Context: an optimization exercise on an open-source flow, tuned for small area, a short achievable clock period and few clock cycles. The choices shown serve that exercise and are no tape-out recipe.
In this exercise RTL edits were held to simulation tests only and were not proved equivalent to the original.
No activity file was given, so power comes from the tool's default toggle rates.

<file path="flow/run.sh">
#!/bin/bash
# synth_recipe.tcl (not shown) runs the flow's synth.tcl, then flattens the netlist and writes it again
# the make line also repeats each setting of config.mk as NAME=value (left out here)
make -C /OpenROAD-flow-scripts/flow DESIGN_CONFIG=/design/flow/config.mk WORK_HOME=/design/flow/orfs CLKGATE_MAP_FILE= SYNTH_SCRIPT=/design/flow/synth_recipe.tcl finish
</file>
<file path="flow/config.mk">
export PLATFORM = sky130hd
export DESIGN_NAME = balboa_codec
export DESIGN_NICKNAME = balboa_codec
export VERILOG_FILES = /design/flow/design.v
export SDC_FILE = /design/flow/constraint.sdc
export NUM_CORES = 4
export LEC_CHECK = 0
export CAP_MARGIN = 20
export CORE_MARGIN = 2
export CORE_UTILIZATION = 40
export PLACE_DENSITY = 0.6
export SLEW_MARGIN = 20
</file>
<file path="flow/constraint.sdc">
create_clock -name core_clock -period 8.0 [get_ports {clk}]
set_input_delay 1.6000 -clock core_clock [delete_from_list [all_inputs] [get_ports {clk}]]
set_output_delay 1.6000 -clock core_clock [all_outputs]
set_load 0.01 [all_outputs]
</file>
<file path="flow/design.v">
module crc8_maxim_byte (
    input  wire [7:0] crc_in,
    input  wire [7:0] data,
    output reg  [7:0] crc_out
);
    integer k;
    reg [7:0] c;
    always @* begin
        c = crc_in ^ data;
        for (k = 0; k < 8; k = k + 1)
            c = c[0] ? ((c >> 1) ^ 8'h8C) : (c >> 1);
        crc_out = c;
    end
endmodule
module balboa_codec (
    input  wire       clk,
    input  wire       rst,
    input  wire       cmd_valid,
    output wire       cmd_ready,
    input  wire [3:0] cmd_op,
    input  wire [8:0] cmd_s,
    input  wire [8:0] cmd_n,
    input  wire [7:0] cmd_e,
    input  wire       cmd_d,
    input  wire [4:0] cmd_r,
    input  wire [7:0] cmd_o,
    input  wire [2:0] cmd_b,
    input  wire [3:0] cmd_w,
    input  wire [7:0] cmd_lid,
    output wire       done,
    output wire [2:0] st,
    output wire [7:0] ck,
    output wire       ckok,
    output wire [7:0] lid,
    input  wire       host_we,
    input  wire [7:0] host_addr,
    input  wire [7:0] host_wdata,
    output reg  [7:0] host_rdata
);
    localparam FB_SIZE = 71;
    localparam PB_SIZE = 64;
    localparam NFR     = 32;
    localparam ST_OK    = 3'd0;
    localparam ST_FRAME = 3'd1;
    localparam ST_CSUM  = 3'd2;
    localparam ST_SIZE  = 3'd3;
    localparam ST_UNK   = 3'd4;
    localparam ST_AMB   = 3'd5;
    localparam ST_ILL   = 3'd6;
    localparam OP_CK_COMPUTE = 4'd1;
    localparam OP_CK_VERIFY  = 4'd2;
    localparam OP_REG_LOOKUP = 4'd3;
    localparam OP_FRAME_ENC  = 4'd4;
    localparam OP_FRAME_DEC  = 4'd5;
    localparam OP_FLD_GET    = 4'd6;
    localparam OP_FLD_PUT    = 4'd7;
    localparam OP_PACK       = 4'd8;
    localparam OP_UNPACK     = 4'd9;
    localparam OP_MSG_DEC    = 4'd10;
    localparam S_IDLE     = 3'd0;
    localparam S_EXEC     = 3'd1;
    localparam S_CSUM     = 3'd2;
    localparam S_ENC_COPY = 3'd3;
    localparam S_ENC_END  = 3'd4;
    localparam S_DEC_CHK  = 3'd5;
    localparam S_DEC_COPY = 3'd6;
    localparam S_DEC_END  = 3'd7;
    reg [7:0] fb [0:FB_SIZE-1];
    reg [7:0] pb [0:PB_SIZE-1];
    reg [7:0] fr [0:NFR-1];
    reg [7:0] type0, type1, type2;
    reg [6:0] flen;
    reg [6:0] plen;
    reg [7:0] ck_r;
    reg       ckok_r;
    reg [2:0] st_r;
    reg [7:0] lid_r;
    reg [2:0] state;
    reg [2:0] csum_ret;    
    reg       done_r;
    reg [3:0] op_r;
    reg [8:0] s_r, n_r;
    reg [7:0] e_r;
    reg       d_r;
    reg [4:0] r_r;
    reg [7:0] o_r;
    reg [2:0] b_r;
    reg [3:0] w_r;
    reg [7:0] lidop_r;
    reg [6:0] idx;         
    reg [6:0] cnt;         
    reg [7:0] crc;
    assign cmd_ready = (state == S_IDLE);
    assign done      = done_r;
    assign st        = st_r;
    assign ck        = ck_r;
    assign ckok      = ckok_r;
    assign lid       = lid_r;
    wire accept = cmd_valid && cmd_ready;
    wire [7:0] fb_idx_byte = fb[idx];
    wire [7:0] crc_next;
    crc8_maxim_byte u_crc (.crc_in(crc), .data(fb_idx_byte), .crc_out(crc_next));
    reg [1:0] lk_res;      
    reg [7:0] lk_lid;
    always @* begin
        lk_res = 2'd1;
        lk_lid = 8'hFF;
        if (type0 == 8'h0A && type1 == 8'hBF) begin
            case (type2)
                8'h04: begin lk_res = 2'd0; lk_lid = 8'd0;  end
                8'h11: begin lk_res = 2'd0; lk_lid = 8'd1;  end
                8'h20: begin lk_res = 2'd0; lk_lid = 8'd2;  end
                8'h21: begin lk_res = 2'd0; lk_lid = 8'd3;  end
                8'h22: begin lk_res = 2'd2; lk_lid = 8'hFF; end
                8'h23: begin lk_res = 2'd0; lk_lid = d_r ? 8'd12 : 8'd6; end
                8'h27: begin lk_res = 2'd0; lk_lid = 8'd7;  end
                8'h92: begin lk_res = 2'd0; lk_lid = 8'd8;  end
                8'h24: begin lk_res = 2'd0; lk_lid = 8'd13; end
                8'h28: begin lk_res = 2'd0; lk_lid = 8'd14; end
                8'h2E: begin lk_res = 2'd0; lk_lid = 8'd15; end
                8'h94: begin lk_res = 2'd0; lk_lid = 8'd16; end
                default: ;
            endcase
        end else if (type0 == 8'h10 && type1 == 8'hBF && type2 == 8'h06) begin
            lk_res = 2'd0; lk_lid = 8'd9;
        end else if (type0 == 8'hFF && type1 == 8'hAF && type2 == 8'h13) begin
            lk_res = 2'd0; lk_lid = 8'd10;
        end else if (type0 == 8'hFF && type1 == 8'hAF && type2 == 8'h26) begin
            lk_res = 2'd0; lk_lid = 8'd11;
        end
    end
    wire [4:0]  ul       = (op_r == OP_MSG_DEC) ? lk_lid[4:0] : lidop_r[4:0];
    reg  [30:0] ul_info;    
    always @* begin
        case (ul)
            5'd0:  ul_info = {1'b0, 6'd0,  24'h0ABF04};
            5'd1:  ul_info = {1'b1, 6'd2,  24'h0ABF11};
            5'd2:  ul_info = {1'b1, 6'd1,  24'h0ABF20};
            5'd3:  ul_info = {1'b1, 6'd2,  24'h0ABF21};
            5'd4:  ul_info = {1'b1, 6'd3,  24'h0ABF22};
            5'd5:  ul_info = {1'b1, 6'd3,  24'h0ABF22};
            5'd6:  ul_info = {1'b0, 6'd0,  24'h0ABF23};
            5'd7:  ul_info = {1'b1, 6'd2,  24'h0ABF27};
            5'd8:  ul_info = {1'b0, 6'd0,  24'h0ABF92};
            5'd9:  ul_info = {1'b0, 6'd0,  24'h10BF06};
            5'd10: ul_info = {1'b1, 6'd24, 24'hFFAF13};
            5'd11: ul_info = {1'b0, 6'd0,  24'hFFAF26};
            5'd12: ul_info = {1'b0, 6'd0,  24'h0ABF23};
            5'd13: ul_info = {1'b0, 6'd0,  24'h0ABF24};
            5'd14: ul_info = {1'b0, 6'd0,  24'h0ABF28};
            5'd15: ul_info = {1'b0, 6'd0,  24'h0ABF2E};
            default: ul_info = {1'b0, 6'd0, 24'h0ABF94};
        endcase
    end
    wire        ul_hasz  = ul_info[30];
    wire [5:0]  ul_size  = ul_info[29:24];
    wire        ul_szbad = ul_hasz && ({1'b0, ul_size} != plen);
    wire [9:0]  ck_end   = {1'b0, s_r} + {1'b0, n_r};
    wire        ck_bad   = ck_end > {3'b0, flen};
    wire [7:0]  fmask    = (w_r >= 4'd8) ? 8'hFF : ((8'h01 << w_r) - 8'h01);
    wire        fld_bad  = (o_r >= {1'b0, plen}) || (w_r == 4'd0) || (w_r > 4'd8) ||
                           ({1'b0, b_r} + w_r > 5'd8);
    wire [7:0]  pb_o     = pb[o_r[5:0]];
    wire [7:0]  fr_r     = fr[r_r];
    wire [7:0]  fld_get  = (pb_o >> b_r) & fmask;
    wire [7:0]  fld_put  = (pb_o & ~(fmask << b_r)) | ((fr_r & fmask) << b_r);
    wire [7:0]  fb_last  = fb[flen - 7'd1];
    wire [7:0]  fb_cks   = fb[flen - 7'd2];
    wire [8:0]  dec_len  = {1'b0, fb[1]} + 9'd3;
    wire        dec_bad  = (flen < 7'd7) || (fb[0] != 8'h7E) || (fb_last != 8'h7E) ||
                           (dec_len != {2'b0, flen});
    integer i;
    always @(posedge clk) begin
        if (rst) begin
            state  <= S_IDLE;
            done_r <= 1'b0;
            st_r   <= ST_OK;
            ckok_r <= 1'b0;
            ck_r   <= 8'h00;
            lid_r  <= 8'hFF;
            flen   <= 7'd0;
            plen   <= 7'd0;
        end else begin
            done_r <= 1'b0;
            case (state)
            S_IDLE: begin
                if (accept) begin
                    op_r    <= cmd_op;
                    s_r     <= cmd_s;
                    n_r     <= cmd_n;
                    e_r     <= cmd_e;
                    d_r     <= cmd_d;
                    r_r     <= cmd_r;
                    o_r     <= cmd_o;
                    b_r     <= cmd_b;
                    w_r     <= cmd_w;
                    lidop_r <= cmd_lid;
                    state   <= S_EXEC;
                end else if (host_we) begin
                    if (host_addr < FB_SIZE)
                        fb[host_addr[6:0]] <= host_wdata;
                    else if (host_addr >= 8'h80 && host_addr < 8'h80 + PB_SIZE)
                        pb[host_addr[5:0]] <= host_wdata;
                    else if (host_addr >= 8'hC0 && host_addr < 8'hC0 + NFR)
                        fr[host_addr[4:0]] <= host_wdata;
                    else case (host_addr)
                        8'hE0: type0 <= host_wdata;
                        8'hE1: type1 <= host_wdata;
                        8'hE2: type2 <= host_wdata;
                        8'hE3: if (host_wdata <= FB_SIZE) flen <= host_wdata[6:0];
                        8'hE4: if (host_wdata <= PB_SIZE) plen <= host_wdata[6:0];
                        default: ;
                    endcase
                end
            end
            S_EXEC: begin
                state <= S_IDLE;    
                case (op_r)
                OP_CK_COMPUTE, OP_CK_VERIFY: begin
                    if (ck_bad) begin
                        st_r   <= ST_ILL;
                        done_r <= 1'b1;
                    end else begin
                        idx      <= s_r[6:0];
                        cnt      <= n_r[6:0];
                        crc      <= 8'h00;
                        csum_ret <= S_IDLE;
                        state    <= S_CSUM;
                    end
                end
                OP_REG_LOOKUP: begin
                    lid_r  <= lk_lid;
                    st_r   <= (lk_res == 2'd0) ? ST_OK : (lk_res == 2'd1) ? ST_UNK : ST_AMB;
                    done_r <= 1'b1;
                end
                OP_FRAME_ENC: begin
                    fb[0] <= 8'h7E;
                    fb[1] <= {1'b0, plen} + 8'd4;
                    fb[2] <= type0;
                    fb[3] <= type1;
                    fb[4] <= type2;
                    idx   <= 7'd0;
                    cnt   <= plen;
                    state <= S_ENC_COPY;
                end
                OP_FRAME_DEC, OP_MSG_DEC: begin
                    if (dec_bad) begin
                        st_r   <= ST_FRAME;
                        done_r <= 1'b1;
                    end else begin
                        idx      <= 7'd1;
                        cnt      <= flen - 7'd3;
                        crc      <= 8'h00;
                        csum_ret <= S_DEC_CHK;
                        state    <= S_CSUM;
                    end
                end
                OP_FLD_GET: begin
                    if (fld_bad) st_r <= ST_ILL;
                    else begin
                        fr[r_r] <= fld_get;
                        st_r    <= ST_OK;
                    end
                    done_r <= 1'b1;
                end
                OP_FLD_PUT: begin
                    if (fld_bad) st_r <= ST_ILL;
                    else begin
                        pb[o_r[5:0]] <= fld_put;
                        st_r         <= ST_OK;
                    end
                    done_r <= 1'b1;
                end
                OP_PACK: begin
                    if (lidop_r > 8'd16) st_r <= ST_ILL;
                    else begin
                        type0 <= ul_info[23:16];
                        type1 <= ul_info[15:8];
                        type2 <= ul_info[7:0];
                        if (ul_hasz) plen <= {1'b0, ul_size};
                        case (ul)
                            5'd1: begin pb[0] <= fr[0]; pb[1] <= 8'h00; end
                            5'd2: begin pb[0] <= fr[0]; end
                            5'd3: begin pb[0] <= {fr[1][0], fr[0][6:0]}; pb[1] <= fr[2]; end
                            5'd4, 5'd5: begin pb[0] <= fr[0]; pb[1] <= fr[1]; pb[2] <= fr[2]; end
                            5'd7: begin pb[0] <= 8'h01; pb[1] <= fr[0]; end
                            default: ;
                        endcase
                        st_r <= ST_OK;
                    end
                    done_r <= 1'b1;
                end
                OP_UNPACK: begin
                    if (lidop_r > 8'd16) st_r <= ST_ILL;
                    else if (ul_szbad)   st_r <= ST_SIZE;
                    else begin
                        case (ul)
                            5'd1, 5'd2: fr[0] <= pb[0];
                            5'd3: begin
                                fr[0] <= {1'b0, pb[0][6:0]};
                                fr[1] <= {7'b0, pb[0][7]};
                                fr[2] <= pb[1];
                            end
                            5'd4, 5'd5: begin fr[0] <= pb[0]; fr[1] <= pb[1]; fr[2] <= pb[2]; end
                            5'd7: fr[0] <= pb[1];
                            default: ;
                        endcase
                        st_r <= ST_OK;
                    end
                    done_r <= 1'b1;
                end
                default: begin
                    st_r   <= ST_ILL;
                    done_r <= 1'b1;
                end
                endcase
            end
            S_CSUM: begin
                if (cnt == 7'd0) begin
                    if (csum_ret == S_IDLE) begin
                        ck_r <= crc;
                        if (op_r == OP_CK_VERIFY) ckok_r <= (crc == e_r);
                        st_r   <= ST_OK;
                        done_r <= 1'b1;
                    end
                    state <= csum_ret;
                end else begin
                    crc <= crc_next;
                    idx <= idx + 7'd1;
                    cnt <= cnt - 7'd1;
                end
            end
            S_ENC_COPY: begin
                if (cnt == 7'd0) begin
                    idx      <= 7'd1;
                    cnt      <= plen + 7'd4;
                    crc      <= 8'h00;
                    csum_ret <= S_ENC_END;
                    state    <= S_CSUM;
                end else begin
                    fb[idx + 7'd5] <= pb[idx[5:0]];
                    idx <= idx + 7'd1;
                    cnt <= cnt - 7'd1;
                end
            end
            S_ENC_END: begin
                fb[plen + 7'd5] <= crc;
                fb[plen + 7'd6] <= 8'h7E;
                flen   <= plen + 7'd7;
                ck_r   <= crc;
                st_r   <= ST_OK;
                done_r <= 1'b1;
                state  <= S_IDLE;
            end
            S_DEC_CHK: begin
                ck_r <= crc;
                if (crc != fb_cks) begin
                    ckok_r <= 1'b0;
                    st_r   <= ST_CSUM;
                    done_r <= 1'b1;
                    state  <= S_IDLE;
                end else begin
                    ckok_r <= 1'b1;
                    type0  <= fb[2];
                    type1  <= fb[3];
                    type2  <= fb[4];
                    plen   <= flen - 7'd7;
                    idx    <= 7'd0;
                    cnt    <= flen - 7'd7;
                    state  <= S_DEC_COPY;
                end
            end
            S_DEC_COPY: begin
                if (cnt == 7'd0) begin
                    if (op_r == OP_MSG_DEC) state <= S_DEC_END;
                    else begin
                        st_r   <= ST_OK;
                        done_r <= 1'b1;
                        state  <= S_IDLE;
                    end
                end else begin
                    pb[idx[5:0]] <= fb[idx + 7'd5];
                    idx <= idx + 7'd1;
                    cnt <= cnt - 7'd1;
                end
            end
            S_DEC_END: begin
                lid_r <= lk_lid;
                if (lk_res == 2'd1)      st_r <= ST_UNK;
                else if (lk_res == 2'd2) st_r <= ST_AMB;
                else if (ul_szbad)       st_r <= ST_SIZE;
                else begin
                    case (ul)
                        5'd1, 5'd2: fr[0] <= pb[0];
                        5'd3: begin
                            fr[0] <= {1'b0, pb[0][6:0]};
                            fr[1] <= {7'b0, pb[0][7]};
                            fr[2] <= pb[1];
                        end
                        5'd7: fr[0] <= pb[1];
                        default: ;
                    endcase
                    st_r <= ST_OK;
                end
                done_r <= 1'b1;
                state  <= S_IDLE;
            end
            endcase
        end
    end
    always @* begin
        host_rdata = 8'h00;
        if (host_addr < FB_SIZE)
            host_rdata = fb[host_addr[6:0]];
        else if (host_addr >= 8'h80 && host_addr < 8'h80 + PB_SIZE)
            host_rdata = pb[host_addr[5:0]];
        else if (host_addr >= 8'hC0 && host_addr < 8'hC0 + NFR)
            host_rdata = fr[host_addr[4:0]];
        else case (host_addr)
            8'hE0: host_rdata = type0;
            8'hE1: host_rdata = type1;
            8'hE2: host_rdata = type2;
            8'hE3: host_rdata = {1'b0, flen};
            8'hE4: host_rdata = {1'b0, plen};
            8'hE5: host_rdata = ck_r;
            8'hE6: host_rdata = {7'b0, ckok_r};
            8'hE7: host_rdata = {5'b0, st_r};
            8'hE8: host_rdata = lid_r;
            default: host_rdata = 8'h00;
        endcase
    end
endmodule
</file>
==> summary.txt <==
Run status
  – Run status: timing/DRC/antenna clean

Cells and area
  – Post-Layout Inst Area: 0.107 mm^2
  – Area growth from synthesis to layout: 11.8%
  – Fin nets: 7405
  – Layout cells sized above 1: 0.278
  – Final core occ: 0.449

Place
  – Hpwl dp: 287000 um
  – Gpl congestion: 1.08
  – Placed inst area: 0.101 mm^2
  – Port-buffer cells: 108

Logic synthesis
  – Synth top area cells: mux4_2 (31%), edfxtp_1 (28%), dfxtp_1 (13%)
  – Syn Inst Count: 7284
  – Part of the Yosys area used for sequential elements: 0.408
  – Yosys warns: 2
  – Synth Flop Type: edfxtp_1
  – Post-synthesis cell type count: 104
  – Largest area contributor in the netlist: mux4_2
  – EDFF count, synth: 875
  – Syn Nets: 7413
  – Share of the synthesized area in the top cell type: 0.315
  – Post-Syn Area: 0.0953 mm^2
  – Number of synthesized register bits: 1505
  – Avg Cell Area, Syn: 13.1 um^2
  – Fraction of registers with async set/reset: 0

Power and ir drop
  – Pwr/cell area: 175 mW/mm^2
  – Worst VDD drop: 0.000221 V
  – Leakage power: 0.0390 uW

Setup path
  – CP startpoint kind: input port
  – R2r startpoint: idx[1]$_DFFE_PP_
  – Critical Path End Type: primary output
  – Reg2Reg Setup Slack: 1460 ps
  – Crit Path Max Fanout: 58
  – Worst Path Arrival: 5850 ps
  – Required @ worst endpoint: 6400 ps
  – Kind of critical path: in -> out
  – Reg2Reg Depth: 10
  – FF-to-FF End: pb[47][6]$_DFFE_PP_

Clocking
  – CTS tree: done
  – Clock transition at path regs: 60 ps
  – Resize count post-CTS: 0
  – Post-CTS Setup Bufs: 0
  – H-tree Lvls: 4
  – Post-CTS Hold Buffers: 0
  – Total CTS buffers: 161
  – Clock Path Buffers: 3
  – Clock Root Buffer: clkbuf_16
  – Skew-Pair Late Insertion Delay: 890 ps
  – Sink Count: 1505

Floorplan
  – Die Ht: 492 um
  – Num rows: 179
  – Io pins: 109
  – Core region area: 0.237 mm^2
  – DIE WIDTH: 492 um
  – Initial Util: 0.401
  – Die area: 0.242 mm^2

GRT
  – Largest net degree at the start of global routing: 96
  – Initial antenna violation count: 37
  – Vias in the first global route: 72500
  – First-pass GRT wire length: 568000 um
  – Total track usage: 0.328
  – Grt total ovfl: 0

Route
  – Via density: 7.18
  – Final WL: 406000 um
  – Antenna-violating nets left: 0
  – Routed via count: 76100
  – Drt wl/cell: 38.3 um
  – DRT Pass-1 Iters: 9
  – Initial drt markers: 13200
  – Detailed-route DRC error count: 0

Timing
  – RSZ-0062 raised after global routing: false
  – Fmax: 0.134 GHz
  – WHS: 560 ps
  – Tcrit/Tclk final: 0.931
  – Relative slew slack: 0.140
  – Period minus WS final: 7450 ps
  – Count of final hold-check violations: 0
  – Setup Skew: 61.8 ps
  – Fin. max-slew vios: 0
  – Final setup viols: 0
  – Slew @ Worst Pin: 1290 ps
  – Setup_tns: 0 ps

Job
  – Max Cap Viol: 0

Worst hold path
  – Hold path startpoint: idx[6]$_DFFE_PP_
  – Hold Path Stages: 1
  – HP Class: reg -> reg
-- per-stage QoR --
| stage | cells | worst slack (ps) | total power, uW |
|---|---|---|---|
| 6_report | 10600 | 554 | 18600 |
| 4_1_cts | 10600 | 654 | 18600 |
| 3_3_place_gp | 10300 | 635 | 10900 |
| 2_1_floorplan | 7284 | 1680 | 9990 |
| 5_1_grt | 10600 | 445 | 19000 |
| 3_5_place_dp | 10300 | 662 | 10900 |
-- cell usage after synthesis, drive strengths merged, types with 48 or more instances --
| cell | number |
|---|---|
| a21oi | 250 |
| buf | 222 |
| clkbuf | 359 |
| dfxtp | 630 |
| edfxtp | 875 |
| ha | 48 |
| inv | 73 |
| mux2 | 51 |
| mux2i | 623 |
| mux4 | 1333 |
| nand2 | 811 |
| nand3 | 103 |
| nand4 | 52 |
| nor2 | 640 |
| nor3 | 77 |
| o21ai | 245 |
| xnor2 | 66 |
-- layout by cell type, fill, tap and decap left out, drive strengths merged, types with 51 or more instances in the layout --
cell	Yosys	final
dfxtp	630	630
mux2i	623	623
nand2	811	811
clkdlybuf4s50	0	103
mux2	51	51
edfxtp	875	875
o21ai	245	245
clkinv	6	69
clkbuf	359	206
inv	73	82
a21oi	250	250
nor3	77	77
nand4	52	52
buf	222	305
nand3	103	103
mux4	1333	1333
xnor2	66	66
nor2	640	640
-- logic make-up (layout without fill, tap and decap cells) --
kind of cell             count (synthesis)  count (layout)  synth area share
other                                    0              17                 0
XOR/XNOR                               108             108            0.0104
AND/OR/NAND/NOR                       2012            2012            0.0953
buffers and inverters                  660             789            0.0279
AO/OA/AOI/OAI                          942             942            0.0644
adder cells (fa/ha/maj)                 50              50           0.00673
multiplexers                          2007            2007             0.387
flip-flops                            1505            1505             0.408
-- worst max-delay path by stage --
stage / cells after the start / startpoint / to / slack (ps)
global route: 11 / host_addr[0] / host_rdata[1] / 450
finish: 11 / host_addr[0] / host_rdata[1] / 550
floorplan: 11 / host_addr[0] / host_rdata[2] / 1680
global placement: 11 / host_addr[0] / host_rdata[1] / 640
detailed placement: 11 / host_addr[0] / host_rdata[1] / 660
CTS: 11 / host_addr[0] / host_rdata[1] / 650
-- per-layer routing --
layer,routed length [um],vias up,GRT usage
li1,-,29300,-
met1,142000,38600,0.415
met2,173000,6526,0.473
met3,59000,1594,0.126
met4,32100,48,0.203
met5,394,-,0.00337
-- registers in the layout (all words and copies together) (netlist names), 8 cells and up, named ones only --
| signal | cells |
|---|---|
| fr | 256 |
| type0 | 8 |
| pb | 512 |
| fb | 576 |
| ck_r | 8 |
| crc | 8 |
| type1 | 8 |
| n_r | 9 |
| type2 | 8 |
| lidop_r | 8 |
| o_r | 8 |
| e_r | 8 |
| s_r | 9 |
-- where the power goes --
part | leakage [uW] | internal [uW] | switching, uW | total, uW
Clock | 0.00262 | 4290 | 3550 | 7830
Combinational | 0.0234 | 956 | 1250 | 2200
Sequential | 0.0130 | 8290 | 319 | 8610
Total | 0.0390 | 13500 | 5110 | 18600
-- worst max-delay path: stages --
cell and delay [ps]:
buf_8 570, buf_4 410, mux4_2 550, mux4_2 510, mux2i_1 640, buf_4 240
o211ai_1 120, o22ai_1 170, buf_4 130, o21ai_0 200, clkdlybuf4s50_1 570
-- area by class of cell --
type	instances	area, um^2
Antenna cell	17	42.5
Clock buffer	204	4350
Clock inverter	96	1090
Fill cell	21100	131000
Inverter	79	302
Multi-Input combinational cell	5119	54200
Sequential cell	1505	38900
Tap cell	3167	3960
Timing Repair Buffer	410	3660
Testbench counts, summed over its fixed seeds: cycles 30,081.

re-timing with driven ports:
How much do the figures lean on ideal ports? The routed layout below was timed once more, with nothing changed but the port constraints.
Step 1: set_driving_cell puts a clkbuf_16 on clk and a buf_2 on each other input, an assumption about the parent block.
Step 2 times the ports against the registers' clock, not the clock port: input delays grow and output delays shrink by t, the midpoint of the rising clock arrivals with the driver on.
Three values: ideal ports, drivers, drivers and shift; two values: the first two.
shift t [ns]: 0.946
setup WS [ns]: 0.554 / 0.506 / 0.506
hold slack, ns: 0.560 / 0.560 / 0.560
worst register clock-pin slew, ns: 0.07 / 0.07
After both steps setup and hold are still met in this run. For this run, drivers alone change the setup slack by -0.048 ns; drivers and shift together by -0.048 ns.
